Context: an optimization exercise on an open-source flow, tuned for small area, a short achievable clock period and few clock cycles per item. The choices shown serve that exercise and are no tape-out recipe.
Where RTL was checked, it was by simulation tests only, not by an equivalence proof against the original.
Power is estimated from default activity; no workload was simulated.

Setup of job 4677:
Design rle_enc, start of the top module:
module rle_enc (
    input  wire         clk,
    input  wire         rst,
    input  wire         in_valid,
    output wire         in_ready,
    input  wire [7:0]   in_data,
    input  wire         in_last,
    input  wire [5:0]   unit_size,
    output wire         out_valid,
    input  wire         out_ready,
    output wire [9:0]   out_count,
    output wire [5:0]   out_len,
    output wire [255:0] out_unit,
    output wire         out_last
);
Size in the first run: ~330 flip-flops, ~290 I/O pins.
clock: 5.0 ns
lec_check: 0
cap_margin: 0
core_margin: 2
core_utilization: 50
setup_slack_margin: 2.8
slew_margin: 0
buffer_ports_args: -buffer_cell sky130_fd_sc_hd__buf_1
cts_args: -sink_clustering_enable -repair_clock_nets -dont_use_dummy_load -sink_clustering_size 16 -sink_clustering_max_diameter 50 -buf_list "sky130_fd_sc_hd__clkbuf_8" -sink_clustering_levels 1
standard.sh (not shown) runs the stock make flow with config.mk's settings and CLKGATE_MAP_FILE= SYNTH_SCRIPT=/design/flow/synth_recipe.tcl, a recipe that flattens the netlist after the stock synthesis.
==> flow/flow/run.sh <==
#!/bin/bash
# Standard ORFS layout (the standard.sh), with two changes made through
# config.mk: the ports are buffered by sky130_fd_sc_hd__buf_1 instead of the
# default buffer that buffer_ports picks, and clock tree synthesis runs
# with the arguments in flow/cts_args.txt (larger sink clusters, no dummy
# loads). Each tool's output is in standard.log.
set -euo pipefail
echo 'export BUFFER_PORTS_ARGS = -buffer_cell sky130_fd_sc_hd__buf_1' >> config.mk
if [[ -s flow/cts_args.txt ]]; then
  echo "export CTS_ARGS = $(cat flow/cts_args.txt)" >> config.mk
fi
bash standard.sh > standard.log 2>&1
==> flow/flow/cts_args.txt <==
-sink_clustering_enable -repair_clock_nets -dont_use_dummy_load -sink_clustering_size 16 -sink_clustering_max_diameter 50 -buf_list "sky130_fd_sc_hd__clkbuf_8" -sink_clustering_levels 1
No stage failed in job 4677, and the final checks on the layout all came back clean.
Testbench counts of job 4677, summed over its fixed seeds: cycles 186,589, bytes 184,078.
## Diff of input files: job 9738 against job 4677
==> flow/flow/cts_args.txt <==
-sink_clustering_enable -repair_clock_nets -dont_use_dummy_load -sink_clustering_size 16 -sink_clustering_max_diameter 50 -buf_list "sky130_fd_sc_hd__clkbuf_8"
==> flow/config.mk <==
export PLATFORM = sky130hd
export DESIGN_NAME = rle_enc
export DESIGN_NICKNAME = rle_enc
export VERILOG_FILES = /design/flow/design.v
export SDC_FILE = /design/flow/constraint.sdc
export NUM_CORES = 4
export LEC_CHECK = 0
export CAP_MARGIN = 0
export CORE_MARGIN = 2
export CORE_UTILIZATION = 50
export SETUP_SLACK_MARGIN = 3.0
export SLEW_MARGIN = 0
export BUFFER_PORTS_ARGS = -buffer_cell sky130_fd_sc_hd__buf_1
export CTS_ARGS = -sink_clustering_enable -repair_clock_nets -dont_use_dummy_load -sink_clustering_size 16 -sink_clustering_max_diameter 50 -buf_list "sky130_fd_sc_hd__clkbuf_8"
--- outcome ---
- Against job 4677, job 9738 comes in 25% higher on combinational power.
- Compared with job 4677, in job 9738 met1 global-route usage went up 2.3 points; total power now sits higher.
- Compared with job 4677, job 9738 degrades post-DP HPWL.
- First-pass GRT wire length: job 9738 vs job 4677 up 5.6%
- In the tables for job 4677 and job 9738, critical path depth reads lower with job 4677.
- What job 9738 reported for design area has to be multiplied by 0.861 to get the figure for job 4677.
- | combined flip-flop and latch cell area | job 4677 vs job 9738 | ≈ equal |
- On job 9738: filler cell count is 302 lower than what job 4677 gave.
- There was hardly any difference in clock insertion delay at the later pin of the skew report between job 4677 and job 9738.
- Looking at cell with the largest stage delay on the worst path, the sky130_fd_sc_hd__nor4b_4 result is from job 9738; the sky130_fd_sc_hd__edfxtp_1 one comes from job 4677.
### job 9738 -> job 4156
-- flow/config.mk --
<<< job 9738, line 8
export CAP_MARGIN = 0
export CORE_MARGIN = 2
export CORE_UTILIZATION = 50
export SETUP_SLACK_MARGIN = 3.0
export SLEW_MARGIN = 0
export BUFFER_PORTS_ARGS = -buffer_cell sky130_fd_sc_hd__buf_1
>>> job 4156, line 8
export CAP_MARGIN = 0
export CORE_MARGIN = 2
export CORE_UTILIZATION = 60
export SETUP_SLACK_MARGIN = 2.8
export SLEW_MARGIN = 0
export BUFFER_PORTS_ARGS = -buffer_cell sky130_fd_sc_hd__buf_1
Results
On pre-CTS setup slack, job 4156 does better than job 9738.
The routed metal-1 wirelength number comes out lower for job 4156 vs job 9738.
Going from job 9738 to job 4156, total length of routed met3 wires grew slightly.
Combinational power share was lower in the run labelled job 4156.
Taking job 9738 as the reference, in job 4156 total clock network power held steady; final worst hold slack went up 9.2 ps; global-route usage has increased.
Summary of job 4156 over job 9738: final cycle utilization of the critical path decreased by 0.71 points relative to the old numbers, worst-case setup margin in the final layout +35 ps, sequential share of layout area saw an increase, utilization of the core after routing rose 2.0 points.

rle_enc, a different RTL version from the one above (not shown whole).
Size in the first run: roughly 290 I/O pins, ~0.014 sq mm of cells after synthesis.
clock: 5.0 ns
lec_check: 0
cap_margin: 20
core_margin: 2
core_utilization: 40
cts_buf_list: sky130_fd_sc_hd__clkbuf_4 sky130_fd_sc_hd__clkbuf_8
setup_slack_margin: 3.0
slew_margin: 20
buffer_ports_args: -buffer_cell sky130_fd_sc_hd__buf_1
==> flow/flow/run.sh <==
#!/bin/bash
# Standard ORFS layout, with the ports buffered by sky130_fd_sc_hd__buf_1
# instead of the default buffer that buffer_ports picks.
set -euo pipefail
echo 'export BUFFER_PORTS_ARGS = -buffer_cell sky130_fd_sc_hd__buf_1' >> config.mk
bash standard.sh > standard.log 2>&1
The first run passed the timing, design-rule and antenna checks.
Edit:
Settings changed: SETUP_SLACK_MARGIN 3.0 to 2.6.
Global-route usage goes down by 1.8 points.
Power rose by 1.5%.
Design area shrinks by 14%.
Count of clock-buffer cells in the layout fell by 4.
Maximum frequency falls by 2.3%.
Setup slack loses 57 ps.
Area after synthesis does not change.
Via count shrinks by 12%.
Final cell count fell by 13%.
Utilization went down by 8.1 points.
Edit:
==> flow/flow/run.sh (replaced) <==
#!/bin/bash
# Standard ORFS layout (the standard.sh), with two changes made through
# config.mk: the ports are buffered by sky130_fd_sc_hd__buf_1 instead of the
# default buffer that buffer_ports picks, and clock tree synthesis runs
# with the arguments in flow/cts_args.txt (larger sink clusters, no dummy
# loads). Each tool's output is in standard.log.
set -euo pipefail
echo 'export BUFFER_PORTS_ARGS = -buffer_cell sky130_fd_sc_hd__buf_1' >> config.mk
if [[ -s flow/cts_args.txt ]]; then
  echo "export CTS_ARGS = $(cat flow/cts_args.txt)" >> config.mk
fi
bash standard.sh > standard.log 2>&1
==> flow/flow/cts_args.txt (new file) <==
-sink_clustering_enable -repair_clock_nets -dont_use_dummy_load -sink_clustering_size 20 -sink_clustering_max_diameter 60 -buf_list "sky130_fd_sc_hd__clkbuf_8 sky130_fd_sc_hd__clkbuf_16"
Settings changed: CORE_UTILIZATION 40 to 60, CTS_ARGS from default to -sink_clustering_enable -repair_clock_nets -dont_use_dummy_load -sink_clustering_size 20 -sink_clustering_max_diameter 60 -buf_list "sky130_fd_sc_hd__clkbuf_8 sky130_fd_sc_hd__clkbuf_16", CTS_BUF_LIST sky130_fd_sc_hd__clkbuf_4 sky130_fd_sc_hd__clkbuf_8 to default.
Outcome:
- worst hold slack got worse by 5.9 ps
- combinational power stays flat
- cell area goes down by a few percent
- core utilization rises by 22 points
No functional check of the RTL was part of any run of this note.

Another version of the RTL of rle_enc (not shown whole).
Size: ~910 cells after synthesis, ~330 flip-flops, roughly 290 I/O pins, roughly 13000 sq um of cells after synthesis.
==> flow/config.mk <==
export PLATFORM = sky130hd
export DESIGN_NAME = rle_enc
export DESIGN_NICKNAME = rle_enc
export VERILOG_FILES = /design/flow/design.v
export SDC_FILE = /design/flow/constraint.sdc
export NUM_CORES = 4
export LEC_CHECK = 0
export CAP_MARGIN = 20
export CORE_MARGIN = 2
export CORE_UTILIZATION = 60
export SETUP_SLACK_MARGIN = 2.5
export SLEW_MARGIN = 20
export BUFFER_PORTS_ARGS = -buffer_cell sky130_fd_sc_hd__buf_1
export CTS_ARGS = -sink_clustering_enable -repair_clock_nets -dont_use_dummy_load -sink_clustering_size 20 -sink_clustering_max_diameter 60 -buf_list "sky130_fd_sc_hd__clkbuf_8 sky130_fd_sc_hd__clkbuf_16"
==> flow/constraint.sdc <==
create_clock -name core_clock -period 5.0 [get_ports {clk}]
set_input_delay 1.0000 -clock core_clock [delete_from_list [all_inputs] [get_ports {clk}]]
set_output_delay 1.0000 -clock core_clock [all_outputs]
set_load 0.01 [all_outputs]
==> flow/flow/run.sh <==
#!/bin/bash
# Standard ORFS layout (the standard.sh), with two changes made through
# config.mk: the ports are buffered by sky130_fd_sc_hd__buf_1 instead of the
# default buffer that buffer_ports picks, and clock tree synthesis runs
# with the arguments in flow/cts_args.txt (larger sink clusters, no dummy
# loads). Each tool's output is in standard.log.
set -euo pipefail
echo 'export BUFFER_PORTS_ARGS = -buffer_cell sky130_fd_sc_hd__buf_1' >> config.mk
if [[ -s flow/cts_args.txt ]]; then
  echo "export CTS_ARGS = $(cat flow/cts_args.txt)" >> config.mk
fi
bash standard.sh > standard.log 2>&1
==> flow/flow/cts_args.txt <==
-sink_clustering_enable -repair_clock_nets -dont_use_dummy_load -sink_clustering_size 20 -sink_clustering_max_diameter 60 -buf_list "sky130_fd_sc_hd__clkbuf_8 sky130_fd_sc_hd__clkbuf_16"
The baseline went through all stages and came out clean.
Testbench counts at the start, summed over its fixed seeds: cycles 186,589, bytes 184,078.
Then changed:
SETUP_SLACK_MARGIN = 2.8   (was 2.5)
Result:
- die area is unchanged
- wire length goes up by about 4.5%
- combinational power rises by 18%
- non-clock buffer count goes up by 36
- critical path depth came out lower by 1
- clock-buffer cell count rose by 2
- clock power increases by about 5%
- global-route usage goes up by 1.5 points
- synthesized area does not change
- power increases by about 3%

## run 1
RTL: one of the versions met above, not the one the previous note started from.
Size in the first run: roughly 330 flip-flops, roughly 0.013 mm² of cells after synthesis.
==> flow/design.v (excerpt) <==
module rle_enc (
    input  wire         clk,
    input  wire         rst,
    input  wire         in_valid,
    output wire         in_ready,
    input  wire [7:0]   in_data,
    input  wire         in_last,
    input  wire [5:0]   unit_size,
    output wire         out_valid,
    input  wire         out_ready,
    output wire [9:0]   out_count,
    output wire [5:0]   out_len,
    output wire [255:0] out_unit,
    output wire         out_last
);
==> flow/config.mk <==
export PLATFORM = sky130hd
export DESIGN_NAME = rle_enc
export DESIGN_NICKNAME = rle_enc
export VERILOG_FILES = /design/flow/design.v
export SDC_FILE = /design/flow/constraint.sdc
export NUM_CORES = 4
export LEC_CHECK = 0
export CAP_MARGIN = 0
export CORE_MARGIN = 2
export CORE_UTILIZATION = 50
export SETUP_SLACK_MARGIN = 2.8
export SLEW_MARGIN = 0
export BUFFER_PORTS_ARGS = -buffer_cell sky130_fd_sc_hd__buf_1
export CTS_ARGS = -sink_clustering_enable -repair_clock_nets -dont_use_dummy_load -sink_clustering_size 16 -sink_clustering_max_diameter 50 -buf_list "sky130_fd_sc_hd__clkbuf_8" -root_buf sky130_fd_sc_hd__clkbuf_16
==> flow/constraint.sdc <==
create_clock -name core_clock -period 5.0 [get_ports {clk}]
set_input_delay 1.0000 -clock core_clock [delete_from_list [all_inputs] [get_ports {clk}]]
set_output_delay 1.0000 -clock core_clock [all_outputs]
set_load 0.01 [all_outputs]
==> flow/flow/cts_args.txt <==
-sink_clustering_enable -repair_clock_nets -dont_use_dummy_load -sink_clustering_size 16 -sink_clustering_max_diameter 50 -buf_list "sky130_fd_sc_hd__clkbuf_8" -root_buf sky130_fd_sc_hd__clkbuf_16
Scripts as last shown in full above: flow/flow/run.sh
Testbench counts of run 1, summed over its fixed seeds: cycles 186,589, bytes 184,078.
[inputs] run 2 vs run 1
- changing CTS_ARGS from -sink_clustering_enable -repair_clock_nets -dont_use_dummy_load -sink_clustering_size 16 -sink_clustering_max_diameter 50 -buf_list "sky130_fd_sc_hd__clkbuf_8" -root_buf sky130_fd_sc_hd__clkbuf_16 to -sink_clustering_enable -repair_clock_nets -dont_use_dummy_load -sink_clustering_size 16 -sink_clustering_max_diameter 50 -buf_list "sky130_fd_sc_hd__clkbuf_8"
- changing CORE_UTILIZATION from 50 to 40
- changing SETUP_SLACK_MARGIN from 2.8 to 2.9
==> flow/flow/cts_args.txt <==
-sink_clustering_enable -repair_clock_nets -dont_use_dummy_load -sink_clustering_size 16 -sink_clustering_max_diameter 50 -buf_list "sky130_fd_sc_hd__clkbuf_8"
Notes after the runs:
- Run 2 completed end to end with timing, DRC and antenna clean.
- Diff run 1 -> run 2: clock latency on the worst-skew pair increased 70 ps; maximum clock path buffer count essentially unchanged; number of tap cells inserted increased 32%; pre-CTS worst setup slack decreased 10 ps.
- Run 2 — relative slew slack 3.8 points higher, run 1 as reference
- Of run 1 and run 2, the higher worst setup slack belongs to run 1.
- Run 2 vs run 1, power share of the combinational group went up by 0.8 points.
- | transition time at the pin with the least slew margin | run 2 vs run 1 | 57 ps lower |
- Final-layout clock-cell area share (run 2 over run 1): decrease, 0.75 points
## Diff of input files: run 3 against run 2
- changing CORE_UTILIZATION from 40 to 50
- setting CTS_BUF_LIST to sky130_fd_sc_hd__clkbuf_8 for the first time
- setting CTS_CLUSTER_SIZE to 16 for the first time
- removing BUFFER_PORTS_ARGS (formerly -buffer_cell sky130_fd_sc_hd__buf_1)
- setting CTS_CLUSTER_DIAMETER to 50 for the first time
- removing CTS_ARGS (formerly -sink_clustering_enable -repair_clock_nets -dont_use_dummy_load -sink_clustering_size 16 -sink_clustering_max_diameter 50 -buf_list "sky130_fd_sc_hd__clkbuf_8")
- changing SETUP_SLACK_MARGIN from 2.9 to 2.8
==> flow/run.sh (new file) <==
#!/bin/bash
# synth_recipe.tcl (not shown) runs the flow's synth.tcl, then flattens the netlist and writes it again
# the make line also repeats each setting of config.mk as NAME=value (left out here)
make -C /OpenROAD-flow-scripts/flow DESIGN_CONFIG=/design/flow/config.mk WORK_HOME=/design/flow/orfs CLKGATE_MAP_FILE= SYNTH_SCRIPT=/design/flow/synth_recipe.tcl finish
removed: flow/flow/run.sh
removed: flow/flow/cts_args.txt
removed: flow/standard.sh
==> run notes <==
- Looking at run 2 and run 3, the clock transition at the registers of the reported paths is a wash.
- Between run 2 and run 3, the difference in maximum frequency is negligible.
- Switching power: run 3 vs run 2 up 100 µW
- A type of the worst setup path of reg -> out is what run 3 shows, while in -> reg belongs to run 2.
- met2 layer wire length in the routed design is lower on run 3
- In run 3 relative to run 2, total length of routed met3 wires had gone down by more than 10%.
--- input diff run 3..run 4 ---
- CTS_ARGS: unset -> -sink_clustering_enable -repair_clock_nets -dont_use_dummy_load -sink_clustering_size 24 -sink_clustering_max_diameter 60 -buf_list "sky130_fd_sc_hd__clkbuf_16"
- CTS_CLUSTER_DIAMETER: 50 -> unset
- CTS_BUF_LIST: sky130_fd_sc_hd__clkbuf_8 -> unset
- CTS_CLUSTER_SIZE: 16 -> unset
- BUFFER_PORTS_ARGS: unset -> -buffer_cell sky130_fd_sc_hd__buf_1
==> flow/flow/run.sh (new file) <==
#!/bin/bash
# Standard ORFS layout (the standard.sh), with two changes made through
# config.mk: the ports are buffered by sky130_fd_sc_hd__buf_1 instead of the
# default buffer that buffer_ports picks, and clock tree synthesis runs
# with the arguments in flow/cts_args.txt (larger sink clusters, no dummy
# loads). Each tool's output is in standard.log.
set -euo pipefail
echo 'export BUFFER_PORTS_ARGS = -buffer_cell sky130_fd_sc_hd__buf_1' >> config.mk
if [[ -s flow/cts_args.txt ]]; then
  echo "export CTS_ARGS = $(cat flow/cts_args.txt)" >> config.mk
fi
bash standard.sh > standard.log 2>&1
==> flow/flow/cts_args.txt (new file) <==
-sink_clustering_enable -repair_clock_nets -dont_use_dummy_load -sink_clustering_size 24 -sink_clustering_max_diameter 60 -buf_list "sky130_fd_sc_hd__clkbuf_16"
==> flow/standard.sh (new file) <==
#!/bin/bash
# synth_recipe.tcl (not shown) runs the flow's synth.tcl, then flattens the netlist and writes it again
# the make line also repeats each setting of config.mk as NAME=value (left out here)
make -C /OpenROAD-flow-scripts/flow DESIGN_CONFIG=/design/flow/config.mk WORK_HOME=/design/flow/orfs CLKGATE_MAP_FILE= SYNTH_SCRIPT=/design/flow/synth_recipe.tcl "${@:-finish}"
removed: flow/run.sh
Notes after the runs:
- Run 4 reports its timing startpoint of the critical path as ph[0] while run 3 reports cur[29][4].
- Taking run 3 as the reference, in run 4 number of stages on the worst setup path shows an increase of 4; quantity of gates resized following cts shrank by 95%; final total power fell 110 µW.
- Run 4: all stages complete, timing, DRC and antenna checks passed
- Run 4 vs run 3, uppermost layer routed: met5 vs met4

-- what the ideal ports hide --
No port has a modelled driver above. Below, the same layouts with a new extraction and two added sets of constraints.
Step 1, drivers: a clkbuf_16 drives clk and a buf_2 each remaining input, both assumed.
Step 2, shift: input delay + t, output delay - t, t = (earliest + latest rising clock arrival at the registers) / 2. This alone moves slack from input paths to output paths.
Slacks: no drivers / after step 1 / after step 2; pairs: no drivers / after step 1.
run	shift t [ns]	setup WS [ns]	worst slew at a driven data input, ns
job 4677	0.576	2.784 / 2.736 / 2.259	0.06
job 9738	0.583	2.721 / 2.724 / 2.141	0.06
job 4156	0.577	2.756 / 2.761 / 2.184	0.05
the first run of note 2	0.631	2.540 / 2.540 / 2.494	0.04
the second run of note 2	0.657	2.483 / 2.483 / 2.257	0.04
the third run of note 2	0.567	2.521 / 2.521 / 2.187	0.04
the first run of note 3	0.572	2.531 / 2.531 / 2.031	0.05
the second run of note 3	0.566	2.651 / 2.651 / 2.174	0.06
run 1	0.532	2.746 / 2.752 / 2.221	0.06
run 2	0.584	2.729 / 2.735 / 2.151	0.05
run 3	0.657	2.723 / 2.674 / 2.227	0.05
run 4	0.590	2.732 / 2.732 / 2.265	0.06
After both steps every run listed still meets setup and hold. The setup slack of job 9738, which loses most, moves by +0.003 ns with the drivers and by -0.580 ns with both steps.
